Background: an optimization exercise with open tools, aiming at small area and a short achievable clock period. Do not read the settings as production practice.
Only simulation tests tie the RTL to the original design; equivalence was not proved.

`design.v`:
```
module fpfp_divrows #(
    parameter HI = 25,
    parameter LO = 0
) (
    input  wire [7:0]     r_in,     
    input  wire [HI:LO]   x,        
    input  wire [7:0]     inj,      
    input  wire [6:0]     t7,       
    output reg  [7:0]     r_out,
    output reg  [HI:LO]   q
);
    reg [8:0] rp;
    reg [6:0] low, pz;
    reg [7:0] r;
    reg       c;
    integer k, i;
    always @* begin
        r = r_in;
        for (k = HI; k >= LO; k = k - 1) begin
            rp  = {r, 1'b0} | (x[k] ? {1'b0, inj} : 9'd0);
            low = rp[6:0];
            c   = rp[8] | (rp[7] & (|low));
            pz[0] = 1'b1;
            for (i = 1; i < 7; i = i + 1) pz[i] = pz[i-1] & ~low[i-1];
            q[k] = c;
            if (!c)         r = rp[7:0];
            else if (rp[8]) r = x[k] ? 8'd128 : {1'b0, t7};
            else            r = {1'b0, low ^ (pz & t7)};
        end
        r_out = r;
    end
endmodule
module fpfp_divconst (
    input  wire [2:0] h,
    output wire [7:0] inj,
    output wire [6:0] t7
);
    assign inj = 8'd1 << (3'd7 - h);
    assign t7  = ~(inj[6:0] - 7'd1);
endmodule
module fpfp_frac_fin (
    input  wire        s,
    input  wire [7:0]  e,
    input  wire [23:0] M,        
    input  wire [2:0]  h,
    input  wire        sub,
    input  wire [25:0] Z,        
    input  wire        nz,       
    output wire [31:0] y
);
    wire        e_ff   = &e;
    wire        fz     = ~|M[22:0];
    wire        t_nan  = e_ff & ~fz;
    wire        t_inf  = e_ff & fz;
    wire        t_zero = ~M[23] & fz;
    wire        ovf    = ({1'b0, e} + {6'd0, h}) >= 9'd255;
    wire        e1     = ~|e[7:1];
    wire [6:0]  hm    = ~(7'h7F >> h);
    wire        caseA = e1 | (|(M[22:16] & hm));
    wire [2:0]  wl  = {M[0], 2'b00} - Z[2:0] - {2'd0, nz};
    wire        lsb = caseA ? wl[2] : wl[1];
    wire        g   = caseA ? wl[1] : wl[0];
    wire        st  = caseA ? (wl[0] | nz) : nz;
    wire        rup = g & (st | lsb);
    wire [24:0] zs   = caseA ? {1'b0, Z[25:2]} : Z[25:1];
    wire        zc   = caseA ? ((|Z[1:0]) | nz) : (Z[0] | nz);
    wire [24:0] diff = zs + {24'd0, zc} - {24'd0, rup};
    wire [24:0] Mc   = caseA ? {1'b0, M} : {M, 1'b0};
    wire [24:0] Rr   = Mc - diff;                        
    wire [7:0]  ebase  = e1 ? 8'd0 : (caseA ? e - 8'd1 : e - 8'd2);
    wire [30:0] fr_mag = {ebase, 23'd0} + {6'd0, Rr};
    wire [7:0]  elim = ebase;
    wire [2:0]  sh   = (elim < {5'd0, h}) ? elim[2:0] : h;
    wire [24:0] dn   = diff << sh;
    wire [30:0] sub_mag = {elim - {5'd0, sh}, 23'd0} + {6'd0, dn};
    wire        dnz  = |diff;
    reg [31:0] fr, sb;
    always @* begin
        if (t_nan)       fr = 32'h7FC00000;
        else if (t_inf)  fr = {s, 8'hFF, 23'd0};
        else if (t_zero) fr = {s, 31'd0};
        else if (ovf)    fr = {s, 8'hFF, 23'd0};
        else             fr = {s, fr_mag};
        if (t_nan | t_inf) sb = 32'h7FC00000;
        else if (t_zero)   sb = 32'd0;
        else if (ovf)      sb = {~s, 8'hFF, 23'd0};
        else               sb = {s & dnz, sub_mag};
    end
    assign y = sub ? sb : fr;
endmodule
module fixed_point_field_packer #(
    parameter W_REGION = 4
) (
    input  wire                clk,
    input  wire                rst,           
    input  wire                req_valid,
    input  wire [31:0]         cmd,
    input  wire [63:0]         a,
    input  wire [63:0]         b,
    input  wire [63:0]         f_pt,
    input  wire [63:0]         f_eta,
    input  wire [63:0]         f_phi,
    input  wire [63:0]         f_hoe,
    input  wire [63:0]         f_hoeflag,
    input  wire [63:0]         f_iso,
    input  wire [63:0]         f_isoflag,
    input  wire [63:0]         f_fb,
    input  wire [63:0]         f_timing,
    input  wire [63:0]         f_shapeflag,
    input  wire [63:0]         f_brems,
    input  wire [W_REGION-1:0] f_region,
    output reg                 rsp_valid,
    output reg                 o_illegal,
    output wire [63:0]         o_word,
    output wire [W_REGION-1:0] o_region,
    output wire [64:0]         o_ival,
    output reg                 o_sign,
    output wire [63:0]         o_mag,
    output wire                o_ok,
    output wire [31:0]         o_fval,
    output wire [11:0]         d_pt,
    output wire [31:0]         d_ptfloat,
    output wire [15:0]         d_eta,
    output wire [15:0]         d_phi,
    output wire [15:0]         d_etatc,
    output wire [15:0]         d_phitc,
    output wire                d_etasign,
    output wire                d_phisign,
    output wire [6:0]          d_etamag,
    output wire [5:0]          d_phimag,
    output wire [3:0]          d_hoe,
    output wire [1:0]          d_hoeflag,
    output wire [2:0]          d_iso,
    output wire [1:0]          d_isoflag,
    output wire [5:0]          d_fb,
    output wire [4:0]          d_timing,
    output wire [1:0]          d_shapeflag,
    output wire [1:0]          d_brems,
    output wire                d_isostandalone,
    output wire                d_isoloosetrack,
    output wire                d_shapestandalone,
    output wire                d_shapeloosetrack,
    output wire [W_REGION-1:0] d_region,
    output wire [31:0]         e_hwpt,
    output wire [15:0]         e_hweta,
    output wire [15:0]         e_hwphi,
    output wire                e_isembigger,
    output wire [2:0]          e_hoecode,
    output wire [31:0]         e_hwempt
);
    localparam KDIV = 12;    
    localparam OP_EXTU  = 5'h00, OP_EXTSM = 5'h01, OP_EXTTC = 5'h02,
               OP_PACKU = 5'h03, OP_SMENC = 5'h04, OP_SMDEC = 5'h05,
               OP_ENCPF = 5'h08, OP_ENCV1 = 5'h09, OP_ENCV2 = 5'h0A,
               OP_ENCV3 = 5'h0B, OP_DECPF = 5'h0C, OP_DECV1 = 5'h0D,
               OP_DECV2 = 5'h0E, OP_DECV3 = 5'h0F, OP_CHKPF = 5'h10,
               OP_CHKV1 = 5'h11, OP_CHKV2 = 5'h12, OP_CHKV3 = 5'h13,
               OP_ZERO  = 5'h14, OP_FRAC  = 5'h18, OP_SPLIT = 5'h19,
               OP_EMUEM = 5'h1A, OP_EMUHD = 5'h1B;
    wire [4:0] op  = cmd[4:0];
    wire [5:0] off = cmd[10:5];
    wire [6:0] wid = cmd[17:11];
    wire [5:0] sbp = cmd[23:18];
    wire [7:0] rsv = cmd[31:24];
    wire [7:0] ow  = {2'b00, off} + {1'b0, wid};
    reg legal;
    always @* begin
        if (rsv != 8'd0) legal = 1'b0;
        else case (op)
            OP_EXTU, OP_PACKU:
                legal = (sbp == 6'd0) && (ow <= 8'd64);
            OP_EXTTC:
                legal = (sbp == 6'd0) && (ow <= 8'd64) && (wid != 7'd0);
            OP_EXTSM:
                legal = (ow <= 8'd64) && !((sbp >= off) && ({2'b00, sbp} < ow));
            OP_SMENC, OP_SMDEC:
                legal = (off == 6'd0) && (sbp == 6'd0) && (wid <= 7'd64);
            OP_ENCPF, OP_ENCV1, OP_ENCV2, OP_ENCV3,
            OP_DECPF, OP_DECV1, OP_DECV2, OP_DECV3,
            OP_CHKPF, OP_CHKV1, OP_CHKV2, OP_CHKV3,
            OP_ZERO, OP_FRAC, OP_SPLIT, OP_EMUEM, OP_EMUHD:
                legal = (cmd[23:5] == 19'd0);
            default:
                legal = 1'b0;
        endcase
    end
    wire is_extsm = (op == OP_EXTSM);
    wire is_exttc = (op == OP_EXTTC);
    wire is_pack  = (op == OP_PACKU);
    wire is_smenc = (op == OP_SMENC);
    wire is_smdec = (op == OP_SMDEC);
    wire is_enc   = (op[4:2] == 3'b010);
    wire is_dec   = (op[4:2] == 3'b011);
    wire is_emu   = (op[4:1] == 4'b1101);
    wire keep_a   = is_dec | (op[4] & (op[3:2] != 2'b01));    
    wire [7:0]  mn    = is_pack ? {1'b0, wid} : (keep_a ? 8'd64 : ow);
    wire [63:0] mask  = (mn >= 8'd64) ? {64{1'b1}} : ((64'd1 << mn[5:0]) - 64'd1);
    wire [63:0] am    = a & mask;
    wire [5:0]  bidx  = is_extsm ? sbp : (ow[5:0] - 6'd1);
    wire        bsel  = a[bidx];                    
    wire        inv   = is_extsm ? ~bsel :
                        is_smdec ? ~b[0] :
                        is_smenc ? (a[63] & (|am)) : 1'b0;
    wire        fill  = is_exttc ? bsel : (inv & ~is_smenc);
    wire        inc   = inv;
    wire        eta_pos = !f_eta[63] && (f_eta != 64'd0);
    wire [6:0]  eta_abs = f_eta[63] ? (7'd0 - f_eta[6:0]) : f_eta[6:0];
    wire        phi_pos = !f_phi[63] && (f_phi != 64'd0);
    wire [5:0]  phi_abs = f_phi[63] ? (6'd0 - f_phi[5:0]) : f_phi[5:0];
    wire [63:0] enc_pf = {34'd0, f_hoe[3:0], f_phi[6:0], f_eta[6:0], f_pt[11:0]};
    wire [63:0] enc_v1 = {12'd0, f_brems[1:0], f_shapeflag[1:0], f_timing[4:0],
                          f_fb[5:0], f_isoflag[1:0], f_iso[2:0], f_hoeflag[1:0],
                          f_hoe[3:0], f_phi[6:0], f_eta[6:0], f_pt[11:0]};
    wire [63:0] enc_v3 = {11'd0, f_brems[1:0], f_shapeflag[1:0], f_timing[4:0],
                          f_fb[5:0], f_isoflag[1:0], f_iso[2:0], f_hoeflag[1:0],
                          f_hoe[3:0], phi_pos, phi_abs, eta_pos, eta_abs,
                          f_pt[11:0]};
    wire [63:0] enc_w  = (op[1:0] == 2'b00) ? enc_pf :
                         (op[1:0] == 2'b11) ? enc_v3 : enc_v1;
    reg [63:0] pre;
    integer i;
    always @* begin
        for (i = 0; i < 64; i = i + 1) begin
            if (is_enc)       pre[i] = enc_w[63-i];
            else if (is_pack) pre[i] = am[63-i];
            else              pre[i] = mask[i] ? (a[i] ^ inv) : fill;
        end
    end
    wire [127:0] shx = {{64{fill}}, pre} >> off;
    reg [3:0]  pmsb;
    integer j;
    always @* begin
        pmsb = 4'd0;
        for (j = 0; j < 12; j = j + 1)
            if (a[j]) pmsb = j[3:0];
    end
    wire [11:0] pnrm = a[11:0] << (4'd11 - pmsb);
    wire [63:0] a_in = {(is_dec | is_emu) ? pnrm[10:0] : shx[63:53], shx[52:0]};
    wire [2:0]  fh   = op[1] ? a[30:28] : (op[0] ? b[3:1] : b[2:0]);
    wire        fsub = op[1] ? ~a[27] : (op[0] & ~b[0]);
    wire [23:0] fm   = op[1] ? {|a[11:0], pnrm[10:0], 12'd0} : {|a[30:23], a[22:0]};
    wire [7:0]  inj_p;
    wire [6:0]  t7_p;
    fpfp_divconst u_dc_p (.h(fh), .inj(inj_p), .t7(t7_p));
    wire [7:0]  r_p;
    wire [25:KDIV] q_p;
    wire [25:0] x_p = {fm, 2'b00};
    fpfp_divrows #(.HI(25), .LO(KDIV)) u_rows_p (
        .r_in(8'd0), .x(x_p[25:KDIV]), .inj(inj_p), .t7(t7_p),
        .r_out(r_p), .q(q_p)
    );
    reg [63:0]     A;
    reg            r_fill, r_inc;
    reg [1:0]      r_op;
    reg [W_REGION-1:0] r_region;
    reg [2:0]      r_h;
    reg            r_sub;
    reg [7:0]      r_rem;
    reg [25:KDIV]  r_q;
    always @(posedge clk) begin
        if (rst) rsp_valid <= 1'b0;
        else     rsp_valid <= req_valid;
    end
    always @(posedge clk) begin
        o_illegal <= !legal;
        o_sign    <= !a[63] && (a != 64'd0);
        A         <= a_in;
        r_fill    <= fill;
        r_inc     <= inc;
        r_op      <= op[1:0];
        r_region  <= f_region;
        r_h       <= fh;
        r_sub     <= fsub;
        r_rem     <= r_p;
        r_q       <= q_p;
    end
    genvar g;
    generate
        for (g = 0; g < 64; g = g + 1) begin : g_rev
            assign o_word[g] = A[63-g];
        end
    endgenerate
    assign o_ival   = {r_fill, A} + {64'd0, r_inc};
    assign o_mag    = o_ival[63:0];
    assign o_region = r_region;
    assign d_region = r_region;
    wire r_v3 = (r_op == 2'b11);
    wire r_v2 = (r_op == 2'b10);
    wire r_pf = (r_op == 2'b00);
    assign o_ok = (A[63:52] == 12'd0) && (!r_pf || (A[51:31] == 21'd0));
    reg [3:0] qmsb;
    integer m;
    always @* begin
        qmsb = 4'd0;
        for (m = 0; m < 12; m = m + 1)
            if (A[m]) qmsb = m[3:0];
    end
    wire        pt_nz  = |A[11:0];
    wire [7:0]  pt_exp = pt_nz ? (8'd126 + {4'd0, qmsb}) : 8'd0;
    wire [31:0] ptf    = {1'b0, pt_exp, A[63:53], 12'd0};
    wire [6:0]  eta_m  = A[18:12];
    wire [5:0]  phi_m  = A[25:20];
    wire [15:0] v3_eta = A[19] ? {9'd0, eta_m} : (16'd0 - {9'd0, eta_m});
    wire [15:0] v3_phi = A[26] ? {10'd0, phi_m} : (16'd0 - {10'd0, phi_m});
    assign d_pt      = A[11:0];
    assign d_ptfloat = ptf;
    assign d_eta     = r_v3 ? v3_eta :
                       r_v2 ? {8'd0, A[19:12]} : {9'd0, A[18:12]};
    assign d_phi     = r_v3 ? v3_phi :
                       r_pf ? {{9{A[25]}}, A[25:19]} : {9'd0, A[25:19]};
    assign d_etatc   = r_v2 ? {{8{A[19]}}, A[19:12]} : {{9{A[18]}}, A[18:12]};
    assign d_phitc   = {{9{A[25]}}, A[25:19]};
    assign d_etasign = A[19];
    assign d_phisign = A[26];
    assign d_etamag  = A[18:12];
    assign d_phimag  = A[25:20];
    assign d_hoe       = r_v3 ? A[30:27] : A[29:26];
    assign d_hoeflag   = r_v3 ? A[32:31] : A[31:30];
    assign d_iso       = r_v3 ? A[35:33] : A[34:32];
    assign d_isoflag   = r_v3 ? A[37:36] : A[36:35];
    assign d_fb        = r_v3 ? A[43:38] : A[42:37];
    assign d_timing    = r_v3 ? A[48:44] : A[47:43];
    assign d_shapeflag = r_v3 ? A[50:49] : A[49:48];
    assign d_brems     = r_v3 ? A[52:51] : A[51:50];
    assign d_isostandalone   = d_isoflag[0];
    assign d_isoloosetrack   = d_isoflag[1];
    assign d_shapestandalone = d_shapeflag[0];
    assign d_shapeloosetrack = d_shapeflag[1];
    assign e_hwpt       = ptf;
    assign e_hweta      = {v3_eta[13:0], 2'b00};
    assign e_hwphi      = {v3_phi[13:0], 2'b00};
    assign e_isembigger = A[27];
    assign e_hoecode    = A[30:28];
    wire        f_emu = r_op[1];
    wire [23:0] fm_q  = f_emu ? {pt_nz, A[63:53], 12'd0} : {|A[30:23], A[22:0]};
    wire [7:0]  fe_q  = f_emu ? pt_exp : A[30:23];
    wire        fs_q  = ~f_emu & A[31];
    wire [7:0]  inj_q;
    wire [6:0]  t7_q;
    fpfp_divconst u_dc_q (.h(r_h), .inj(inj_q), .t7(t7_q));
    wire [7:0]  r_f;
    wire [25:0] zq;
    wire [25:0] x_q = {fm_q, 2'b00};
    fpfp_divrows #(.HI(KDIV-1), .LO(0)) u_rows_q (
        .r_in(r_rem), .x(x_q[KDIV-1:0]), .inj(inj_q), .t7(t7_q),
        .r_out(r_f), .q(zq[KDIV-1:0])
    );
    assign zq[25:KDIV] = r_q;
    wire [31:0] fr_y;
    fpfp_frac_fin u_fin (
        .s(fs_q), .e(fe_q), .M(fm_q), .h(r_h), .sub(r_sub),
        .Z(zq), .nz(|r_f), .y(fr_y)
    );
    assign o_fval   = fr_y;
    assign e_hwempt = fr_y;
endmodule
```
`flow/run.sh`:
```
#!/bin/bash
# Own layout flow: the standard flow, with an area-only technology
# mapping script for ABC and the smallest buffer on the ports.
set -euo pipefail
here=$(pwd)
rm -rf "$here/scripts_lean"
cp -r "$FLOW_HOME/scripts" "$here/scripts_lean"
cp "$here/flow/abc_lean.script" "$here/scripts_lean/abc_area.script"
bash standard.sh SCRIPTS_DIR="$here/scripts_lean" ABC_AREA=1 synth > "$here/synth.log" 2>&1
bash standard.sh "BUFFER_PORTS_ARGS=-buffer_cell sky130_fd_sc_hd__buf_1" finish > "$here/layout.log" 2>&1
```
`flow/abc_lean.script`:
```
strash
dch
map -a
topo
stime -c
```
`standard.sh`:
```
#!/bin/bash
# synth_recipe.tcl (not shown) runs the flow's synth.tcl, then flattens the netlist and writes it again
# the make line also repeats each setting of config.mk as NAME=value (left out here)
make -C /OpenROAD-flow-scripts/flow DESIGN_CONFIG=/design/flow/config.mk WORK_HOME=/design/flow/orfs CLKGATE_MAP_FILE= SYNTH_SCRIPT=/design/flow/synth_recipe.tcl "${@:-finish}"
```
`config.mk`:
```
export PLATFORM = sky130hd
export DESIGN_NAME = fixed_point_field_packer
export DESIGN_NICKNAME = fixed_point_field_packer
export VERILOG_FILES = /design/flow/design.v
export SDC_FILE = /design/flow/constraint.sdc
export NUM_CORES = 4
export LEC_CHECK = 0
export ABC_AREA = 1
export CAP_MARGIN = 20
export CORE_MARGIN = 2
export CORE_UTILIZATION = 18
export PLACE_DENSITY = 0.35
export SLEW_MARGIN = 20
```
`constraint.sdc`:
```
create_clock -name core_clock -period 180.0 [get_ports {clk}]
set_input_delay 36.0000 -clock core_clock [delete_from_list [all_inputs] [get_ports {clk}]]
set_output_delay 36.0000 -clock core_clock [all_outputs]
set_load 0.01 [all_outputs]
```
==> impl_metrics.py, run 1 <==
metrics = {
    "synth": {
        "synth_enable_flop_cells": 0,
        "synthTopCellsByArea": "nand2_1, o21ai_0, nor2_1",
        "synthCells": 5352,
        "synth_seq_cells": 101,
        "synth_top_area_share_pct": 13.7,
        "seq_area_frac_synth_pct": 7.04,
        "synthArstFlopShare_pct": 0,
        "synth.largest_area_cell": "nand2_1",
        "ys.flop_type": "dfxtp_1",
        "syn-cell-area_um2": 28700,
        "syn_avg_cell_area_um2": 5.37,
        "synth_cell_types": 53,
        "yosysWarnings": 4,
    },
    "drt": {
        "drc_errors": 0,
        "wirelength_um": 225000,
        "initialDrtViolationCount": 3833,
        "drt-pass1-iter-count": 6,
        "ant_nets": 0,
        "wire_per_inst_um": 27.8,
        "vias": 41100,
        "vias_per_cell": 5.08,
    },
    "cells_and_area": {
        "layout_commonest_cell": "nand2_1",
        "areaGrowthSynthToFinish_pct": 17.0,
        "fin_area_um2": 33600,
        "final_cell_mix": "nand2_1, nor2_1, o21ai_0, buf_1, clkinv_1",
        "drive_above_1_share_pct": 3.41,
        "fin_nets": 6963,
    },
    "setup_path": {
        "cpLargestDelayFamily": "simple AND/OR/NAND/NOR gates",
        "cp_slowest_stage_delay_ns": 0.69,
        "required_ns": 144.00,
        "path_common_cell": "clkinv_1",
        "critPathArrivalTime_ns": 34.92,
        "worst_setup_path_end_kind": "output port",
        "critPathKind": "reg2out",
        "cp_max_fo": 18,
        "slowest_stage": "a2111oi_0",
        "critPathLaunchType": "flip-flop",
        "cp_num_buf_inv": 41,
    },
    "cts": {
        "cts_resized": 0,
        "post-cts-setup-buffers": 0,
        "cts.sinks": 101,
        "cts_buffers": 9,
        "cts_tree": "yes",
        "cts_max_path_buffers": 2,
        "cts_root_buffer": "clkbuf_16",
        "htree_levels": 3,
        "cts_hold_buf": 0,
        "clk_pin_slew_ns": 0.10,
    },
    "run_status": {
        "status": "complete, no violations",
    },
    "floorplanning": {
        "die_y_um": 403,
        "io_pins": 1361,
        "row_count": 146,
        "die_area_um2": 163000,
        "floorplan.die.width_um": 403,
        "start_util_pct": 18.1,
        "core-area_um2": 158000,
    },
    "sta": {
        "tightest_slew_ns": 1.21,
        "relSlewSlack_pct": 18.3,
        "rsz0062_at_grt": "no",
        "hold_viol_final": 0,
        "setup_viol": 0,
        "period_needed_ns": 70.92,
        "fmax_mhz": 14.1,
        "tns_ns": 0,
        "worst_slack_ns": 109.08,
        "slew_viol_final": 0,
        "finalCritPeriodShare_pct": 39.4,
    },
    "place": {
        "place_area_um2": 33200,
        "place_hpwl_um": 190000,
        "post-place-ws_ns": 110.63,
        "numPortBuffers": 732,
        "gp_congestion": 0.980,
    },
    "global_route": {
        "grt_max_degree": 78,
        "grt_pass1_wl_um": 302000,
        "overflow": 0,
        "track_usage_pct": 26.4,
        "grt_pass1_vias": 37600,
        "antenna_found_initial": 35,
    },
    "flow_run": {
        "cap_violations": 0,
    },
    "min_path": {
        "holdCritPathClass": "in2reg",
    },
}
[sequential cells by signal, indices dropped and copies added (netlist names)]
register	flops
r_h	3
r_sub	1
A	64
o_sign	1
r_fill	1
r_q	14
r_op	2
r_rem	8
r_inc	1
o_illegal	1
r_region	4
rsp_valid	1
[cells by family after synthesis]
group | Yosys count | share of synthesized area, %
fa+ha+maj | 106 | 4.80
other cells | 1 | 0.0131
flops | 101 | 7.04
xor+xnor | 189 | 5.76
buf+inv | 974 | 16.1
compound gates | 1562 | 31.1
mux | 17 | 0.592
simple gates | 2402 | 34.6
[through the flow]
stage          hold slack [ns]  util (%)  instances
3_3_place_gp             36.09      21.0       8046
3_5_place_dp             36.10      21.0       8046
6_report                 35.66      21.2       8080
2_1_floorplan            36.03         -       5382
4_1_cts                  35.63      21.2       8062
5_1_grt                  35.65      21.2       8070
[final cells by class]
class,count,area (µm²)
well taps,2072,2590
multi-input cells,4307,22300
inverters,716,2690
clock buffers,9,225
fillers,18800,125000
diodes,17,42.5
clock inverters,7,86.3
repair buffers,851,3660
flip-flops and latches,101,2020
[cells in the mapped netlist (18+ instances only)]
cell type and n:
xnor2_1 31, ha_1 99, xor2_1 158, o22ai_1 53
o211ai_1 58, a21oi_1 368, o221ai_1 55, nand3_1 212
nor2_1 808, a22oi_1 37, a31oi_1 73, clkinv_1 716
o31ai_1 18, nand4_1 60, nor3_1 152, a211oi_1 19
o21ai_0 764, buf_4 258, nand2_1 1051, nor4_1 87
dfxtp_1 101
[per-layer routing]
| layer | vias up | global-route usage, % | routed length [µm] |
|---|---|---|---|
| met5 | - | 0 | 73 |
| met4 | 12 | 18.2 | 18100 |
| met3 | 359 | 5.46 | 17600 |
| met2 | 1830 | 42.6 | 101000 |
| met1 | 19400 | 31.3 | 88500 |
| li1 | 19500 | - | - |
[final timing paths]
| kind | from | endpoint | slack (ns) | cells after the start |
|---|---|---|---|---|
| max | r_h[2] | o_fval[30] | 109.08 | 176 |
| min | f_region[1] | r_region[1] | 35.66 | 1 |
==> inputs of run 2 (changes only) <==
==> run.sh (new file) <==
#!/bin/bash
# synth_recipe.tcl (not shown) runs the flow's synth.tcl, then flattens the netlist and writes it again
# the make line also repeats each setting of config.mk as NAME=value (left out here)
make -C /OpenROAD-flow-scripts/flow DESIGN_CONFIG=/design/flow/config.mk WORK_HOME=/design/flow/orfs CLKGATE_MAP_FILE= SYNTH_SCRIPT=/design/flow/synth_recipe.tcl finish
removed: flow/run.sh
removed: flow/abc_lean.script
removed: standard.sh
==> run 2 against run 1 <==
Cell count increased by 11%. Non-clock buffer count is 14 higher. Utilization rose by 1.7 points. Synthesized area is 16% higher. Critical path depth fell by 32. Still clean on timing, DRC and antenna. Largest cell class unchanged. Fmax grew 22%. Wire length increased by 4.6%. Critical path type unchanged.
==> impl_metrics.py, run 2 <==
metrics = {
    "synth": {
        "synth.most_common_cell": "nand2_1",
        "synth_seq_cells": 101,
        "synthCells": 6116,
        "yosysWarnings": 4,
        "synth_enable_flop_cells": 0,
        "synth_common_cells": "nand2_1, inv_1, o21ai_0",
        "syn-cell-area_um2": 33200,
        "synthTopCellsByArea": "nand2_1, o21ai_0, inv_1",
        "synth_cell_types": 87,
        "synthArstFlopShare_pct": 0,
        "synth.largest_area_cell": "nand2_1",
        "seq_area_frac_synth_pct": 6.09,
        "ys.flop_type": "dfxtp_1",
        "syn_avg_cell_area_um2": 5.42,
        "synth_top_area_share_pct": 17.2,
    },
    "cells_and_area": {
        "fillers": 21400,
        "drive_above_1_share_pct": 8.22,
        "fin_nets": 7494,
        "largest_reg_flops": 64,
        "fin_area_um2": 42000,
        "multi_input_area_um2": 25400,
        "top_register": "A",
        "areaGrowthSynthToFinish_pct": 26.7,
        "post-route-util_pct": 23.0,
        "reg.largest.list": "A x64, r_q x14, r_rem x8",
        "layout_commonest_cell": "nand2_1",
        "seq_area_um2": 2030,
        "final_cell_mix": "nand2_1, clkdlybuf4s50_1, inv_1, o21ai_0, nor2_1",
    },
    "cts": {
        "htree_levels": 3,
        "cts_hold_buf": 0,
        "cts_max_path_buffers": 2,
        "clk_pin_slew_ns": 0.09,
        "post-cts-setup-buffers": 0,
        "cts.sinks": 101,
        "cts_buffers": 9,
        "cts_root_buffer": "clkbuf_16",
        "cts_tree": "yes",
        "cts_resized": 0,
    },
    "sta": {
        "period_needed_ns": 58.32,
        "finalCritPeriodShare_pct": 32.4,
        "whs_ns": 36.03,
        "slew_viol_final": 0,
        "relSlewSlack_pct": 10.3,
        "setup_viol": 0,
        "tns_ns": 0,
        "worst_slack_ns": 121.68,
        "hold_viol_final": 0,
        "tightest_slew_ns": 1.34,
        "fmax_mhz": 17.1,
        "rsz0062_at_grt": "no",
    },
    "global_route": {
        "overflow": 0,
        "grt_pass1_vias": 40800,
        "grt_pass1_wl_um": 320000,
        "track_usage_pct": 24.1,
        "antenna_found_initial": 20,
        "grt_max_degree": 72,
    },
    "place": {
        "place_hpwl_um": 199000,
        "post-place-ws_ns": 122.34,
        "place_area_um2": 41700,
        "numPortBuffers": 732,
        "gp_congestion": 0.950,
    },
    "floorplanning": {
        "die_y_um": 433,
        "die_area_um2": 188000,
        "row_count": 157,
        "floorplan.die.width_um": 433,
        "core-area_um2": 183000,
        "io_pins": 1361,
        "start_util_pct": 18.1,
    },
    "setup_path": {
        "cp_num_buf_inv": 23,
        "critPathLaunchType": "flip-flop",
        "required_ns": 144.00,
        "slowest_stage": "nor2_1",
        "cp_max_fo": 20,
        "critPathKind": "reg2out",
        "path_common_cell": "nand2_1",
        "critPathArrivalTime_ns": 22.32,
        "cpLargestDelayFamily": "simple AND/OR/NAND/NOR gates",
        "cp_slowest_stage_delay_ns": 0.69,
        "worst_setup_path_end_kind": "output port",
    },
    "drt": {
        "drt-pass1-iter-count": 6,
        "drc_errors": 0,
        "vias": 42800,
        "wirelength_um": 235000,
        "initialDrtViolationCount": 3291,
        "ant_nets": 0,
        "vias_per_cell": 4.75,
        "wire_per_inst_um": 26.2,
    },
    "min_path": {
        "holdCritPathClass": "in2reg",
    },
    "flow_run": {
        "cap_violations": 0,
    },
    "run_status": {
        "status": "complete, no violations",
    },
}
## run 2: per-stage QoR
step           cells
2_1_floorplan   6146
3_3_place_gp    8969
3_5_place_dp    8970
4_1_cts         8986
5_1_grt         8989
6_report        8995
## run 2: kinds of logic after synthesis
| family | Yosys count | share of synthesized area (%) |
|---|---|---|
| xor gates and xnor gates | 171 | 4.51 |
| DFF | 101 | 6.09 |
| muxes | 26 | 0.784 |
| adders and majority gates | 106 | 4.16 |
| other | 1 | 0.0113 |
| and+or+nand+nor | 3118 | 43.6 |
| AOI/OAI and AO/OA | 1319 | 22.7 |
| buffers and inverters | 1274 | 18.1 |
## run 2: layout make-up
type	count	share of cell area [%]
Multi-Input combinational cell	4771	60.4
Clock inverter	7	0.205
Inverter	769	6.95
Tap cell	2464	7.34
Antenna cell	9	0.0536
Timing Repair Buffer	865	19.7
Clock buffer	9	0.536
Sequential cell	101	4.82
## run 2: path summary, 6_finish.rpt
path                   startpoint            to  depth (start not counted)
worst min-delay path  f_region[0]   r_region[0]                          1
worst max-delay path       r_h[1]  e_hwempt[30]                        144
## run 2: layer usage
layer	global-route usage [%]	vias up	share of wire (%)
li1	-	20700	-
met1	26.8	20100	38
met2	43.0	1560	49
met3	3.21	346	4.8
met4	14.9	14	7.2
met5	0.729	-	0.11
==> inputs of run 3 (changes only) <==
--- a/design.v
+++ b/design.v
@@ -66,7 +66,7 @@
     wire        zc   = caseA ? ((|Z[1:0]) | nz) : (Z[0] | nz);
-    wire [24:0] diff = zs + {24'd0, zc} - {24'd0, rup};
     wire [24:0] Mc   = caseA ? {1'b0, M} : {M, 1'b0};
-    wire [24:0] Rr   = Mc - diff;                        
-    wire [7:0]  ebase  = e1 ? 8'd0 : (caseA ? e - 8'd1 : e - 8'd2);
-    wire [30:0] fr_mag = {ebase, 23'd0} + {6'd0, Rr};
+    wire [7:0]  ebase = e1 ? 8'd0 : (caseA ? e - 8'd1 : e - 8'd2);
+    wire [30:0] fr_pre = {ebase, 23'd0} + {6'd0, Mc} + {6'h3F, ~zs} + {30'd0, ~zc};
+    wire [30:0] fr_mag = fr_pre + {30'd0, rup};
+    wire [24:0] diff = zs + {{24{zc & ~rup ? 1'b0 : (~zc & rup)}}, zc ^ rup};
     wire [7:0]  elim = ebase;
@@ -150,3 +150,3 @@
 );
-    localparam KDIV = 12;    
+    localparam KDIV = 10;    
     localparam OP_EXTU  = 5'h00, OP_EXTSM = 5'h01, OP_EXTTC = 5'h02,
@@ -196,3 +196,15 @@
     wire [7:0]  mn    = is_pack ? {1'b0, wid} : (keep_a ? 8'd64 : ow);
-    wire [63:0] mask  = (mn >= 8'd64) ? {64{1'b1}} : ((64'd1 << mn[5:0]) - 64'd1);
+    wire       m_all = |mn[7:6];
+    reg [7:0]  m_hi, m_heq, m_lo;
+    reg [63:0] mask;
+    integer t;
+    always @* begin
+        for (t = 0; t < 8; t = t + 1) begin
+            m_hi[t]  = m_all | (mn[5:3] > t[2:0]);
+            m_heq[t] = ~m_all & (mn[5:3] == t[2:0]);
+            m_lo[t]  = mn[2:0] > t[2:0];
+        end
+        for (t = 0; t < 64; t = t + 1)
+            mask[t] = m_hi[t/8] | (m_heq[t/8] & m_lo[t%8]);
+    end
     wire [63:0] am    = a & mask;
@@ -282,3 +294,21 @@
     endgenerate
-    assign o_ival   = {r_fill, A} + {64'd0, r_inc};
+    reg [7:0]  byte_ones;
+    reg [8:0]  byte_c;
+    reg [64:0] ival;
+    reg        run;
+    integer u, v;
+    always @* begin
+        for (u = 0; u < 8; u = u + 1) byte_ones[u] = &A[8*u +: 8];
+        byte_c[0] = r_inc;
+        for (u = 0; u < 8; u = u + 1) byte_c[u+1] = byte_c[u] & byte_ones[u];
+        for (u = 0; u < 8; u = u + 1) begin
+            run = byte_c[u];
+            for (v = 0; v < 8; v = v + 1) begin
+                ival[8*u+v] = A[8*u+v] ^ run;
+                run = run & A[8*u+v];
+            end
+        end
+        ival[64] = r_fill ^ byte_c[8];
+    end
+    assign o_ival   = ival;
     assign o_mag    = o_ival[63:0];
==> run 3 against run 2 <==
Global-route usage shrank 0.26 points. Design area shrank 5.1%. Clock-buffer cell count is the same. Cell count shrank 7.4%. First-iteration DRC count shrank 8.4%. Fmax shrank 0.90%. Worst hold slack lost 0.013 ns. Via count shrank 7.7%. Wire length shrank 7.1%. Critical path type unchanged. Sequential share of layout area grew 0.35 points.
==> impl_metrics.py, run 3 <==
metrics = {
    "run_status": {
        "status": "complete, no violations",
    },
    "synth": {
        "synth_common_cells": "nand2_1, o21ai_0, inv_1",
        "syn_avg_cell_area_um2": 5.58,
        "synth_top_area_share_pct": 16.7,
        "synthCells": 5570,
        "yosysWarnings": 4,
        "seq_area_frac_synth_pct": 6.63,
        "synth_enable_flop_cells": 0,
        "synthTopCellsByArea": "nand2_1, o21ai_0, ha_1",
        "synth_seq_cells": 103,
        "synthArstFlopShare_pct": 0,
        "ys.flop_type": "dfxtp_1",
        "synth.most_common_cell": "nand2_1",
        "synth.largest_area_cell": "nand2_1",
        "synth_cell_types": 91,
        "syn-cell-area_um2": 31100,
    },
    "sta": {
        "slew_viol_final": 0,
        "tightest_slew_ns": 1.15,
        "worst_slack_ns": 121.15,
        "relSlewSlack_pct": 23.3,
        "period_needed_ns": 58.85,
        "rsz0062_at_grt": "no",
        "setup_viol": 0,
        "tns_ns": 0,
        "finalCritPeriodShare_pct": 32.7,
        "hold_viol_final": 0,
        "fmax_mhz": 17.0,
    },
    "place": {
        "gp_congestion": 0.951,
        "place_area_um2": 39500,
        "numPortBuffers": 732,
        "place_inst": 8288,
        "post-place-ws_ns": 121.66,
        "place_hpwl_um": 185000,
    },
    "setup_path": {
        "required_ns": 144.00,
        "path_common_cell": "nand2_1",
        "cp_slowest_stage_delay_ns": 0.85,
        "critPathLaunch": "r_h[2]",
        "worst_setup_path_end_kind": "output port",
        "cp_max_fo": 24,
        "critPathArrivalTime_ns": 22.85,
        "cp-endpoint": "o_fval[30]",
        "critPathKind": "reg2out",
        "critPathLaunchType": "flip-flop",
        "slowest_stage": "dfxtp_1",
    },
    "cts": {
        "cts_max_path_buffers": 2,
        "cts_root_buffer": "clkbuf_16",
        "htree_levels": 3,
        "post-cts-setup-buffers": 0,
        "cts.sinks": 103,
        "cts_tree": "yes",
        "cts_resized": 0,
        "cts_buffers": 9,
        "clk_pin_slew_ns": 0.09,
        "cts_hold_buf": 0,
    },
    "cells_and_area": {
        "largest_reg_flops": 64,
        "fin_area_um2": 39900,
        "reg.largest.list": "A x64, r_q x16, r_rem x8",
        "final_cell_mix": "nand2_1, clkdlybuf4s50_1, o21ai_0, inv_1, nor2_1",
        "post-route-util_pct": 23.2,
        "areaGrowthSynthToFinish_pct": 28.3,
        "layout_commonest_cell": "nand2_1",
        "drive_above_1_share_pct": 8.26,
        "top_register": "A",
        "fin_nets": 7051,
        "fin_cells": 8331,
        "fillers": 20000,
    },
    "drt": {
        "drc_errors": 0,
        "wire_per_inst_um": 26.2,
        "vias": 39500,
        "wirelength_um": 219000,
        "ant_nets": 0,
        "initialDrtViolationCount": 3014,
        "drt-pass1-iter-count": 6,
        "vias_per_cell": 4.74,
    },
    "global_route": {
        "grt_pass1_vias": 37400,
        "antenna_found_initial": 42,
        "track_usage_pct": 23.8,
        "grt.busiest_layer": "met2",
        "grt_pass1_wl_um": 296000,
        "use_met2_pct": 41.3,
        "overflow": 0,
        "grt_use_met3_pct": 3.43,
        "use_met1_pct": 28.6,
        "grt_max_degree": 84,
    },
    "floorplanning": {
        "core-area_um2": 172000,
        "floorplan.die.width_um": 420,
        "start_util_pct": 18.1,
        "row_count": 152,
        "die_area_um2": 176000,
        "die_y_um": 420,
        "io_pins": 1361,
    },
    "flow_run": {
        "cap_violations": 0,
    },
    "min_path": {
        "holdCritPathClass": "in2reg",
    },
}
## run 3: changes by cell type in the layout (fill, tap and decap cells not counted), sizes merged, moves of 34 or more
cell	previous run	this run
ha	99	182
inv	750	635
nand2	1632	1483
nand3	489	401
nor2	686	550
nor3	100	62
o211ai	83	49
## run 3: metrics by stage
| step | hold WS (ns) |
|---|---|
| 3_5_place_dp | 36.45 |
| 3_3_place_gp | 36.45 |
| 6_report | 36.01 |
| 2_1_floorplan | 36.03 |
| 5_1_grt | 36.00 |
| 4_1_cts | 35.99 |
## run 3: routing by layer
metal	wire, µm	vias to the layer above
li1	-	19200
met1	89900	18700
met2	105000	1362
met3	11500	241
met4	11600	12
met5	71	-
## run 3: cells by family (layout without fill, tap and decap cells)
| group | after synthesis | count (layout) | share of synthesized area (%) |
|---|---|---|---|
| buf+inv | 1127 | 1521 | 17.3 |
| mux | 18 | 18 | 0.579 |
| other cells | 1 | 58 | 0.0121 |
| compound gates | 1307 | 1307 | 23.9 |
| simple gates | 2687 | 2687 | 39.8 |
| fa+ha+maj | 191 | 191 | 7.90 |
| xor+xnor | 136 | 136 | 3.83 |
| flops | 103 | 103 | 6.63 |
## run 3: worst max-delay path: cells and delay by family, from the launching register on
kind / cells / cell delay, ns
xor+xnor: 3 / 0.79
flops: 1 / 0.85
compound gates: 27 / 4.73
buf+inv: 19 / 2.79
simple gates: 97 / 11.90
fa+ha+maj: 5 / 1.31
## run 3: worst min path at each step
stage                start     endpoint  slack [ns]  depth (start not counted)
3_3_place_gp   f_region[1]  r_region[1]       36.45                          1
5_1_grt        f_region[2]  r_region[2]       36.00                          1
4_1_cts        f_region[1]  r_region[1]       35.99                          1
3_5_place_dp   f_region[0]  r_region[0]       36.45                          1
6_report       f_region[1]  r_region[1]       36.01                          1
2_1_floorplan       cmd[0]      r_op[0]       36.03                          0
## run 3: layout make-up
cell class / count / area [µm²] / area share [%]
repair buffers: 861 / 8260 / 20.7
diodes: 27 / 67.6 / 0.169
clock buffers: 9 / 225 / 0.564
flip-flops and latches: 103 / 2060 / 5.17
clock inverters: 7 / 91.3 / 0.229
well taps: 2310 / 2890 / 7.24
inverters: 644 / 2460 / 6.16
multi-input cells: 4370 / 23800 / 59.8
==> inputs of run 4 (changes only) <==
--- a/design.v
+++ b/design.v
@@ -11,6 +11,5 @@
 );
-    reg [8:0] rp;
-    reg [6:0] low, pz;
-    reg [7:0] r;
-    reg       c;
+    reg [7:0] r, rn;
+    reg [6:0] z, zn, m;
+    reg       c, xb, ssel;
     integer k, i;
@@ -18,12 +17,18 @@
         r = r_in;
+        for (i = 0; i < 7; i = i + 1) z[i] = ~|(r_in & ((8'd2 << i) - 8'd1));
         for (k = HI; k >= LO; k = k - 1) begin
-            rp  = {r, 1'b0} | (x[k] ? {1'b0, inj} : 9'd0);
-            low = rp[6:0];
-            c   = rp[8] | (rp[7] & (|low));
-            pz[0] = 1'b1;
-            for (i = 1; i < 7; i = i + 1) pz[i] = pz[i-1] & ~low[i-1];
+            xb = x[k];
+            c  = r[7] | ((r[6] | (xb & inj[7])) & (~z[5] | (xb & ~inj[7])));
             q[k] = c;
-            if (!c)         r = rp[7:0];
-            else if (rp[8]) r = x[k] ? 8'd128 : {1'b0, t7};
-            else            r = {1'b0, low ^ (pz & t7)};
+            for (i = 0; i < 7; i = i + 1)
+                m[i] = c ? (~xb & t7[i] & ((i < 2) ? 1'b1 : z[(i < 2) ? 0 : i-2]))
+                         : (xb & inj[i]);
+            rn[0] = m[0];
+            for (i = 1; i < 7; i = i + 1) rn[i] = r[i-1] ^ m[i];
+            rn[7] = c ? (r[7] & xb) : (r[6] | (xb & inj[7]));
+            ssel = xb ? (c & ~r[7]) : ~c;
+            if (ssel)            zn = {z[5:0], 1'b1};
+            else if (xb & c)     zn = 7'h7F;
+            else                 zn = ~t7;
+            r = rn; z = zn;
         end
@@ -64,3 +69,4 @@
     wire        rup = g & (st | lsb);
-    wire [24:0] zs   = caseA ? {1'b0, Z[25:2]} : Z[25:1];
+    wire [24:0] zh   = caseA ? {1'b0, Z[25:3], 1'b0} : {Z[25:3], 2'b00};
+    wire [1:0]  zl   = caseA ? {1'b0, Z[2]} : Z[2:1];
     wire        zc   = caseA ? ((|Z[1:0]) | nz) : (Z[0] | nz);
@@ -68,5 +74,6 @@
     wire [7:0]  ebase = e1 ? 8'd0 : (caseA ? e - 8'd1 : e - 8'd2);
-    wire [30:0] fr_pre = {ebase, 23'd0} + {6'd0, Mc} + {6'h3F, ~zs} + {30'd0, ~zc};
-    wire [30:0] fr_mag = fr_pre + {30'd0, rup};
-    wire [24:0] diff = zs + {{24{zc & ~rup ? 1'b0 : (~zc & rup)}}, zc ^ rup};
+    wire [30:0] fr_hi  = {ebase, 23'd0} + {6'd0, Mc} - {6'd0, zh};
+    wire [3:0]  dl     = {3'd0, rup} - {3'd0, zc} - {2'd0, zl};      
+    wire [30:0] fr_mag = fr_hi + {{27{dl[3]}}, dl};
+    wire [24:0] diff = zh - {{21{dl[3]}}, dl};
     wire [7:0]  elim = ebase;
--- a/config.mk
+++ b/config.mk
@@ -9,4 +9,4 @@
 export CAP_MARGIN = 20
-export CORE_MARGIN = 2
-export CORE_UTILIZATION = 18
+export CORE_AREA = 2.3 2.72 431.02 429.76
+export DIE_AREA = 0 0 433.33 433.33
 export PLACE_DENSITY = 0.35
==> run 4 against run 3 <==
Non-clock buffer count is 7 higher. Synthesized cell count is 5.4% lower. Highest routed layer unchanged. Cell count is 1.9% lower. Largest cell class unchanged. Critical path type unchanged.
==> impl_metrics.py, run 4 <==
metrics = {
    "run_status": {
        "status": "complete, no violations",
    },
    "cells_and_area": {
        "top_register": "A",
        "fillers": 21400,
        "multi_input_area_um2": 22800,
        "reg.largest.list": "A x64, r_q x16, r_rem x8",
        "areaGrowthSynthToFinish_pct": 30.3,
        "final_cell_mix": "nand2_1, o21ai_0, clkdlybuf4s50_1, inv_1, nor2_1",
        "largest_reg_flops": 64,
        "drive_above_1_share_pct": 6.46,
        "layout_commonest_cell": "nand2_1",
        "post-route-util_pct": 21.3,
        "fin_nets": 6790,
        "seq_area_um2": 2060,
    },
    "global_route": {
        "antenna_found_initial": 21,
        "track_usage_pct": 21.3,
        "grt_pass1_vias": 35900,
        "overflow": 0,
        "grt_max_degree": 72,
        "grt_pass1_wl_um": 286000,
    },
    "setup_path": {
        "path_common_cell": "nand2_1",
        "slowest_stage": "clkdlybuf4s50_1",
        "critPathKind": "reg2out",
        "cp_max_fo": 29,
        "cp_num_buf_inv": 26,
        "worst_setup_path_end_kind": "output port",
        "cp_slowest_stage_delay_ns": 0.79,
        "critPathArrivalTime_ns": 21.99,
        "required_ns": 144.00,
        "critPathLaunchType": "flip-flop",
        "cpLargestDelayFamily": "simple AND/OR/NAND/NOR gates",
    },
    "floorplanning": {
        "floorplan.die.width_um": 433,
        "die_area_um2": 188000,
        "core-area_um2": 183000,
        "row_count": 157,
        "io_pins": 1361,
        "start_util_pct": 16.3,
        "die_y_um": 433,
    },
    "synth": {
        "synth_top_area_share_pct": 15.6,
        "synth_cell_types": 72,
        "synth.area.mux_share_pct": 1.01,
        "synthCells": 5269,
        "synthSimpleGateAreaFrac_pct": 33.4,
        "synth_common_cells": "nand2_1, o21ai_0, inv_1",
        "synth.largest_area_cell": "nand2_1",
        "synth_xor_area_share_pct": 5.19,
        "synth_top_family_by_area": "simple AND/OR/NAND/NOR gates",
        "synth.most_common_cell": "nand2_1",
        "synth_enable_flop_cells": 0,
        "ys.flop_type": "dfxtp_1",
        "seq_area_frac_synth_pct": 6.90,
        "synth_seq_cells": 103,
        "yosysWarnings": 4,
        "synthArstFlopShare_pct": 0,
        "synthAdderAreaFrac_pct": 10.2,
        "synthTopCellsByArea": "nand2_1, o21ai_0, ha_1",
        "syn-cell-area_um2": 29900,
        "syn_avg_cell_area_um2": 5.67,
        "synth_compound_area_share_pct": 25.9,
    },
    "sta": {
        "tns_ns": 0,
        "relSlewSlack_pct": 13.0,
        "finalCritPeriodShare_pct": 32.2,
        "period_needed_ns": 57.99,
        "slew_viol_final": 0,
        "tightest_slew_ns": 1.29,
        "hold_viol_final": 0,
        "rsz0062_at_grt": "no",
        "fmax_mhz": 17.2,
        "setup_viol": 0,
    },
    "cts": {
        "htree_levels": 3,
        "post-cts-setup-buffers": 0,
        "cts_root_buffer": "clkbuf_16",
        "cts_resized": 0,
        "cts_hold_buf": 0,
        "cts_buffers": 9,
        "cts_tree": "yes",
        "cts_max_path_buffers": 2,
        "clk_pin_slew_ns": 0.08,
        "cts.sinks": 103,
    },
    "drt": {
        "drt-pass1-iter-count": 6,
        "initialDrtViolationCount": 3066,
        "drc_errors": 0,
        "vias_per_cell": 4.64,
        "ant_nets": 0,
        "vias": 37900,
        "wire_per_inst_um": 25.5,
        "wirelength_um": 209000,
    },
    "place": {
        "place_hpwl_um": 176000,
        "numPortBuffers": 732,
        "gp_congestion": 0.962,
    },
    "flow_run": {
        "cap_violations": 0,
    },
    "min_path": {
        "holdPathEnd": "r_region[3]",
        "worstHoldStart": "f_region[3]",
        "holdCritPathClass": "in2reg",
        "holdPathStages": 1,
    },
}
run 4: layout make-up:
type                    instances  area share, %
well taps                    2464           7.92
clock buffers                  10          0.614
inverters                     615           5.99
diodes                          9         0.0578
clock inverters                 6          0.215
repair buffers                868           21.4
flip-flops and latches        103           5.30
multi-input cells            4097           58.6
run 4: worst max path at each step:
stage	start	to	slack [ns]	depth (start not counted)
6_report	r_h[1]	o_fval[30]	122.01	133
4_1_cts	r_h[1]	o_fval[30]	122.07	133
5_1_grt	r_h[1]	o_fval[30]	119.84	133
3_3_place_gp	r_h[1]	o_fval[30]	122.59	133
2_1_floorplan	r_h[2]	o_fval[30]	126.53	132
3_5_place_dp	r_h[1]	o_fval[30]	122.64	133
run 4: cells by family (layout without fill, tap and decap cells):
kind of cell               count (synthesis)  count (layout)
other                                      1              40
adders and majority gates                225             225
muxes                                     30              30
AOI/OAI and AO/OA                       1377            1377
DFF                                      103             103
buffers and inverters                   1099            1499
xor gates and xnor gates                 177             177
and+or+nand+nor                         2257            2257
run 4: per-layer routing:
metal  GRT usage [%]  part of all wire [%]
met1            25.2                    40
met2            37.1                    49
met3            1.99                   4.6
met4            12.8                   6.6
met5               0                 0.026
run 4: through the flow:
step	cells	setup WS, ns	instance area [µm²]	hold WS [ns]
after global placement	8147	122.59	38600	36.45
after detailed placement	8147	122.64	38600	36.45
after floorplan	5299	126.53	30000	36.03
after global routing	8167	119.84	38900	36.01
final	8172	122.01	38900	36.02
after CTS	8163	122.07	38900	36.01
==> inputs of run 5 (changes only) <==
==> flow/run.sh (new file) <==
#!/bin/bash
# Own layout flow: the standard flow, except
#  - technology mapping by ABC without its blanket up-sizing (flow/abc_area.script),
#  - the smallest buffer cell on the input and output ports,
#  - timing repair aiming at a shorter period than the clock's, so that only
#    the critical paths get larger cells.
# Each tool's output goes to a log of its own in this folder.
set -euo pipefail
here=$(pwd)
margin=${REPAIR_MARGIN:-132}
rm -rf "$here/scripts_own"
cp -r "$FLOW_HOME/scripts" "$here/scripts_own"
cp "$here/flow/abc_area.script" "$here/scripts_own/abc_area.script"
bash standard.sh SCRIPTS_DIR="$here/scripts_own" synth > "$here/synth.log" 2>&1
bash standard.sh "BUFFER_PORTS_ARGS=-buffer_cell sky130_fd_sc_hd__buf_1" \
    "SETUP_SLACK_MARGIN=$margin" finish > "$here/layout.log" 2>&1
==> flow/abc_area.script (new file) <==
strash
dch
map -B 0.9
topo
stime -c
==> standard.sh (new file) <==
#!/bin/bash
# synth_recipe.tcl (not shown) runs the flow's synth.tcl, then flattens the netlist and writes it again
# the make line also repeats each setting of config.mk as NAME=value (left out here)
make -C /OpenROAD-flow-scripts/flow DESIGN_CONFIG=/design/flow/config.mk WORK_HOME=/design/flow/orfs CLKGATE_MAP_FILE= SYNTH_SCRIPT=/design/flow/synth_recipe.tcl "${@:-finish}"
removed: run.sh
==> run 5 against run 4 <==
Still clean. Utilization fell by 0.69 points. Non-clock buffer count rose by 179. Synthesized cell count fell by 4.3%.
==> impl_metrics.py, run 5 <==
metrics = {
    "cts": {
        "htree_levels": 3,
        "cts_root_buffer": "clkbuf_16",
        "cts.sinks": 103,
        "clk_pin_slew_ns": 0.11,
        "cts_buffers": 9,
        "cts_max_path_buffers": 2,
        "cts_hold_buf": 0,
        "cts_tree": "yes",
    },
    "cells_and_area": {
        "layout_commonest_cell": "nand2_1",
        "fin_cells": 8356,
        "largest_reg_flops": 64,
        "areaGrowthSynthToFinish_pct": 32.9,
        "drive_above_1_share_pct": 14.6,
        "reg.largest.list": "A x64, r_q x16, r_rem x8",
        "fin_nets": 6970,
        "post-route-util_pct": 20.6,
        "final_cell_mix": "nand2_1, o21ai_0, buf_1, clkinv_1, nor2_1",
        "top_register": "A",
    },
    "floorplanning": {
        "start_util_pct": 15.5,
        "row_count": 157,
        "floorplan.die.width_um": 433,
        "die_y_um": 433,
        "core-area_um2": 183000,
        "io_pins": 1361,
        "die_area_um2": 188000,
    },
    "setup_path": {
        "cpLargestDelayFamily": "simple AND/OR/NAND/NOR gates",
        "critPathArrivalTime_ns": 16.02,
        "cp_max_fo": 16,
        "cp_slowest_stage_delay_ns": 0.59,
        "path_common_cell": "nand2_2",
        "required_ns": 144.00,
        "slowest_stage": "fa_1",
        "critPathKind": "reg2out",
        "worst_setup_path_end_kind": "output port",
        "critPathLaunchType": "flip-flop",
        "cp_num_buf_inv": 34,
    },
    "place": {
        "place_hpwl_um": 164000,
        "numPortBuffers": 732,
        "place_inst": 8140,
        "gp_congestion": 0.964,
    },
    "global_route": {
        "antenna_found_initial": 36,
        "overflow": 0,
        "grt_pass1_wl_um": 276000,
        "grt_pass1_vias": 36400,
        "track_usage_pct": 20.5,
        "grt_max_degree": 69,
    },
    "flow_run": {
        "cap_violations": 0,
    },
    "run_status": {
        "status": "complete, no violations",
    },
    "min_path": {
        "holdPathStages": 1,
        "holdPathEnd": "r_region[3]",
        "worstHoldStart": "f_region[3]",
        "holdCritPathClass": "in2reg",
    },
    "synth": {
        "synth_cell_types": 47,
        "synth_seq_cells": 103,
        "synth_top_family_by_area": "simple AND/OR/NAND/NOR gates",
        "synth_common_cells": "nand2_1, o21ai_0, clkinv_1",
        "seq_area_frac_synth_pct": 7.27,
        "synth.largest_area_cell": "nand2_1",
        "synthArstFlopShare_pct": 0,
        "syn_avg_cell_area_um2": 5.62,
        "synthCells": 5043,
        "synth_xor_area_share_pct": 5.47,
        "synth.area.mux_share_pct": 1.06,
        "syn-cell-area_um2": 28300,
        "synthSimpleGateAreaFrac_pct": 33.2,
        "synth_enable_flop_cells": 0,
        "synthAdderAreaFrac_pct": 10.8,
        "synth.most_common_cell": "nand2_1",
        "synth_top_area_share_pct": 17.4,
        "yosysWarnings": 4,
        "synthTopCellsByArea": "nand2_1, o21ai_0, ha_1",
        "synth_compound_area_share_pct": 27.2,
        "ys.flop_type": "dfxtp_1",
    },
    "drt": {
        "initialDrtViolationCount": 2760,
        "wl_met1_um": 76900,
        "drt-pass1-iter-count": 5,
        "wirelength_um": 201000,
        "drc_errors": 0,
        "ant_nets": 0,
        "wl_met2_um": 101000,
        "top_layer": "met5",
        "met3WireLength_um": 9400,
        "vias_per_cell": 4.63,
        "vias": 38700,
        "wire_per_inst_um": 24.1,
    },
    "sta": {
        "fmax_mhz": 19.2,
        "relSlewSlack_pct": 8.71,
        "rsz0062_at_grt": "yes",
        "tns_ns": 0,
        "finalCritPeriodShare_pct": 28.9,
        "slew_viol_final": 0,
        "hold_viol_final": 0,
        "whs_ns": 35.67,
        "period_needed_ns": 52.02,
        "setup_viol": 0,
        "tightest_slew_ns": 1.35,
    },
}
==> run 5: area by class of cell <==
class                   instances  area [µm²]
flip-flops and latches        103        2080
repair buffers               1047        5570
inverters                     615        2510
multi-input cells            4097       24100
clock buffers                   9         225
repair inverters                1        16.3
clock inverters                 7        82.6
well taps                    2464        3080
diodes                         13        32.5
fillers                     21600      145000
==> run 5: timing repair <==
action,4_1_cts,5_1_grt
pin swaps,112,106
buffers inserted,138,45
resized for setup,342,252
endpoints found under the setup margin,77,135
gates cloned,2,1
==> run 5: kinds of logic after synthesis <==
logic type | after synthesis
other cells | 1
buf+inv | 873
fa+ha+maj | 225
simple gates | 2257
mux | 30
xor+xnor | 177
flops | 103
compound gates | 1377
==> run 5: layer usage <==
metal  GRT usage, %  vias up
met5              0        -
met2           36.5     1396
met4           13.3       12
met3           1.95      331
met1           23.3    18300
li1               -    18700
==> run 5: worst max path at each step <==
stage / from / endpoint / slack (ns) / cells after the start
2_1_floorplan: r_h[2] / o_fval[30] / 128.16 / 132
6_report: r_h[1] / e_hwempt[28] / 127.98 / 130
5_1_grt: r_h[1] / e_hwempt[28] / 126.91 / 130
3_3_place_gp: r_h[1] / e_hwempt[30] / 124.52 / 136
4_1_cts: r_h[1] / o_fval[28] / 128.10 / 128
3_5_place_dp: r_h[1] / e_hwempt[30] / 124.53 / 137
==> run 5: through the flow <==
step	cell area, µm²	setup slack, ns
CTS	36400	128.10
floorplan	29000	128.16
global route	37700	126.91
finish	37700	127.98
detailed placement	33900	124.53
global placement	33900	124.52
==> inputs of run 6 (changes only) <==
--- a/design.v
+++ b/design.v
@@ -42,4 +42,36 @@
 );
-    assign inj = 8'd1 << (3'd7 - h);
-    assign t7  = ~(inj[6:0] - 7'd1);
+    genvar i;
+    generate
+        for (i = 0; i < 8; i = i + 1) begin : g_inj
+            assign inj[i] = (h == 3'd7 - i);
+        end
+        for (i = 0; i < 7; i = i + 1) begin : g_t7
+            assign t7[i] = (h >= 3'd7 - i);
+        end
+    endgenerate
+endmodule
+module fpfp_addsmall #(
+    parameter W = 31
+) (
+    input  wire [W-1:0] x,
+    input  wire [3:0]   d,        
+    output reg  [W-1:0] y
+);
+    wire [4:0] lo = {2'b00, x[2:0]} + {d[3], d};
+    wire       inc = ~lo[4] & lo[3];             
+    wire       dec = lo[4];                      
+    reg [W-1:0] hi_ones, hi_zeros;      
+    integer k, j;
+    always @* begin
+        y[2:0] = lo[2:0];
+        for (k = 3; k < W; k = k + 1) begin
+            hi_ones[k] = 1'b1; hi_zeros[k] = 1'b1;
+            for (j = 3; j < k; j = j + 1) begin
+                hi_ones[k]  = hi_ones[k] & x[j];
+                hi_zeros[k] = hi_zeros[k] & ~x[j];
+            end
+            y[k] = x[k] ^ ((inc & hi_ones[k]) | (dec & hi_zeros[k]));
+        end
+        hi_ones[2:0] = 3'd0; hi_zeros[2:0] = 3'd0;
+    end
 endmodule
@@ -60,3 +92,4 @@
     wire        t_zero = ~M[23] & fz;
-    wire        ovf    = ({1'b0, e} + {6'd0, h}) >= 9'd255;
+    wire [3:0]  eh     = {1'b0, e[2:0]} + {1'b0, h};
+    wire        ovf    = (&e[7:3]) & (eh >= 4'd7);        
     wire        e1     = ~|e[7:1];
@@ -73,11 +106,14 @@
     wire [24:0] Mc   = caseA ? {1'b0, M} : {M, 1'b0};
-    wire [7:0]  ebase = e1 ? 8'd0 : (caseA ? e - 8'd1 : e - 8'd2);
-    wire [30:0] fr_hi  = {ebase, 23'd0} + {6'd0, Mc} - {6'd0, zh};
-    wire [3:0]  dl     = {3'd0, rup} - {3'd0, zc} - {2'd0, zl};      
-    wire [30:0] fr_mag = fr_hi + {{27{dl[3]}}, dl};
-    wire [24:0] diff = zh - {{21{dl[3]}}, dl};
+    wire [7:0]  ebase = e1 ? 8'd0 : (e - {6'd0, ~caseA, caseA});
+    wire [3:0]  dl    = {3'd0, rup} - {3'd0, zc} - {2'd0, zl};      
+    wire [24:0] ym     = Mc - zh;
+    wire [30:0] fr_hi  = {ebase + {6'd0, ym[24:23]}, ym[22:0]};
+    wire [30:0] fr_mag;
+    fpfp_addsmall #(.W(31)) u_fr (.x(fr_hi), .d(dl), .y(fr_mag));
+    wire [24:0] diff;
+    fpfp_addsmall #(.W(25)) u_df (.x(zh), .d(4'd0 - dl), .y(diff));
     wire [7:0]  elim = ebase;
-    wire [2:0]  sh   = (elim < {5'd0, h}) ? elim[2:0] : h;
+    wire [2:0]  sh   = ((elim[7:3] == 5'd0) && (elim[2:0] < h)) ? elim[2:0] : h;
     wire [24:0] dn   = diff << sh;
-    wire [30:0] sub_mag = {elim - {5'd0, sh}, 23'd0} + {6'd0, dn};
+    wire [30:0] sub_mag = {(elim - {5'd0, sh}) + {6'd0, dn[24:23]}, dn[22:0]};
     wire        dnz  = |diff;
@@ -157,3 +193,3 @@
 );
-    localparam KDIV = 10;    
+    localparam KDIV = 8;    
     localparam OP_EXTU  = 5'h00, OP_EXTSM = 5'h01, OP_EXTTC = 5'h02,
--- a/flow/run.sh
+++ b/flow/run.sh
@@ -9,3 +9,3 @@
 here=$(pwd)
-margin=${REPAIR_MARGIN:-132}
+margin=124
 rm -rf "$here/scripts_own"
==> run 6 against run 5 <==
Non-clock buffer count is 161 lower. Die area stayed put. Fmax is 4.3% lower. Highest routed layer unchanged. Critical path depth is 12 lower. Still clean on timing, DRC and antenna. Design area is 11% lower. First-iteration DRC count is 28% higher. Critical path type unchanged. Sequential share of layout area is 0.78 points higher. Worst hold slack better by 0.023 ns.
==> impl_metrics.py, run 6 <==
metrics = {
    "synth": {
        "synth_xor_area_share_pct": 7.01,
        "synth_common_cells": "nand2_1, o21ai_0, clkinv_1",
        "synthArstFlopShare_pct": 0,
        "synth.area.mux_share_pct": 1.01,
        "synth.most_common_cell": "nand2_1",
        "synthAdderAreaFrac_pct": 7.04,
        "syn-cell-area_um2": 27700,
        "yosysWarnings": 6,
        "synth_seq_cells": 105,
        "synth_top_area_share_pct": 18.4,
        "synthSimpleGateAreaFrac_pct": 34.7,
        "seq_area_frac_synth_pct": 7.58,
        "synthCells": 5040,
        "synth_cell_types": 49,
        "syn_avg_cell_area_um2": 5.50,
        "ys.flop_type": "dfxtp_1",
    },
    "sta": {
        "tns_ns": 0,
        "rsz0062_at_grt": "no",
        "whs_ns": 35.69,
        "relSlewSlack_pct": 20.5,
        "tightest_slew_ns": 1.18,
        "hold_viol_final": 0,
        "finalCritPeriodShare_pct": 30.2,
        "slew_viol_final": 0,
        "fmax_mhz": 18.4,
        "setup_viol": 0,
        "period_needed_ns": 54.35,
    },
    "floorplanning": {
        "die_y_um": 433,
        "io_pins": 1361,
        "die_area_um2": 188000,
        "start_util_pct": 15.1,
        "floorplan.die.width_um": 433,
        "row_count": 157,
        "core-area_um2": 183000,
    },
    "setup_path": {
        "cp_slowest_stage_delay_ns": 0.63,
        "required_ns": 144.00,
        "worst_setup_path_end_kind": "output port",
    },
    "cells_and_area": {
        "reg.largest.list": "A x64, r_q x18, r_rem x8",
        "areaGrowthSynthToFinish_pct": 21.2,
        "layout_commonest_cell": "nand2_1",
        "drive_above_1_share_pct": 5.25,
        "multi_input_area_um2": 21600,
        "largest_reg_flops": 64,
        "fin_nets": 6730,
        "final_cell_mix": "nand2_1, o21ai_0, buf_1, clkinv_1, nor2_1",
    },
    "min_path": {
        "holdPathEnd": "r_region[1]",
        "holdPathStages": 1,
        "worstHoldStart": "f_region[1]",
    },
    "global_route": {
        "grt_pass1_wl_um": 278000,
        "use_met1_pct": 24.3,
        "use_met2_pct": 36.3,
        "track_usage_pct": 21.0,
        "grt_pass1_vias": 34700,
        "grt_use_met3_pct": 2.79,
    },
    "cts": {
        "cts_buffers": 9,
        "clk_pin_slew_ns": 0.09,
        "htree_levels": 3,
        "cts_max_path_buffers": 2,
        "cts_tree": "yes",
    },
    "flow_run": {
        "cap_violations": 0,
    },
    "drt": {
        "vias": 38000,
        "initialDrtViolationCount": 3539,
        "wirelength_um": 206000,
    },
    "run_status": {
        "status": "complete, no violations",
    },
}
[run 6: cell count changes after synthesis, moves of 10 or more]
cell,previous run,this run
nand3_1,292,305
ha_1,192,140
xor2_1,136,171
clkinv_1,615,660
o21ai_0,812,772
nor2_1,397,379
xnor2_1,41,51
a21oi_1,252,224
nand2_1,1311,1356
fa_1,33,10
[run 6: worst max path at each step]
stage,from,to,slack [ns],cells after the start
final,r_h[2],o_fval[30],125.65,118
after global routing,r_rem[0],o_fval[30],123.88,119
after CTS,r_h[2],o_fval[30],124.06,123
after detailed placement,r_op[1],o_fval[30],120.05,121
after global placement,r_op[1],o_fval[30],119.93,121
after floorplan,r_op[1],o_fval[30],125.18,122
[run 6: layout make-up]
class                           count  area share [%]
Antenna cell                       24           0.179
Clock buffer                        9           0.670
Clock inverter                      7           0.272
Inverter                          660            7.44
Multi-Input combinational cell   4047            64.2
Sequential cell                   105            6.30
Tap cell                         2464            9.18
Timing Repair Buffer              886            11.7
[run 6: cells by family after synthesis]
logic type / Yosys count
other: 1
AOI/OAI and AO/OA: 1309
DFF: 105
xor gates and xnor gates: 222
muxes: 28
and+or+nand+nor: 2307
adders and majority gates: 150
buffers and inverters: 918
[run 6: critical path: cells and delay by family, from the launching register on]
family,cells,cell delay (ns)
adders and majority gates,10,3.24
AOI/OAI and AO/OA,22,3.60
xor gates and xnor gates,8,1.55
and+or+nand+nor,48,5.91
buffers and inverters,30,3.32
DFF,1,0.34
[run 6: per-layer routing]
layer | part of all wire [%] | vias to the layer above
li1 | - | 18300
met1 | 39 | 17700
met2 | 49 | 1657
met3 | 5.4 | 335
met4 | 7.1 | 2
met5 | 0.0044 | -
[run 6: repair_timing]
item	4_1_cts	5_1_grt
hold endpoints to repair	0	0
gates cloned	0	1
pin swaps	1	12
buffers inserted	3	19
setup endpoints to repair	51	20
resized for setup	34	52
hold buffers	0	0
[run 6: stage by stage]
step	instances	util (%)	worst slack [ns]	instance area [µm²]
after floorplan	5070	-	125.18	27800
after global placement	8138	17.9	119.93	32800
after detailed placement	8139	17.9	120.05	32800
after CTS	8158	18.2	124.06	33200
after global routing	8191	18.3	123.88	33600
final	8202	18.4	125.65	33600

==> what the ideal ports hide <==
The flow's constraints put no driver on any port. The routed layouts listed below were extracted and timed again, unchanged, in two steps.
Step 1 assumes that a clkbuf_16 drives the clock port and a buf_2 every other input.
Step 2 times the ports against the registers' clock, not the clock port: input delays grow and output delays shrink by t, the midpoint of the rising clock arrivals with the driver on.
a / b / c = no drivers / after step 1 / after step 2; a / b = the first two.
run	t (ns)	slack for setup (ns)	cell pins on the clock port's net
run 1	0.484	109.078 / 109.014 / 109.498	1
run 2	0.472	121.684 / 121.611 / 122.083	1
run 3	0.497	121.154 / 121.085 / 121.582	1
run 4	0.474	122.012 / 121.954 / 122.428	1
run 5	0.483	127.976 / 127.921 / 128.404	1
run 6	0.465	125.648 / 125.592 / 126.057	1
After both steps setup and hold are still met in every run listed.
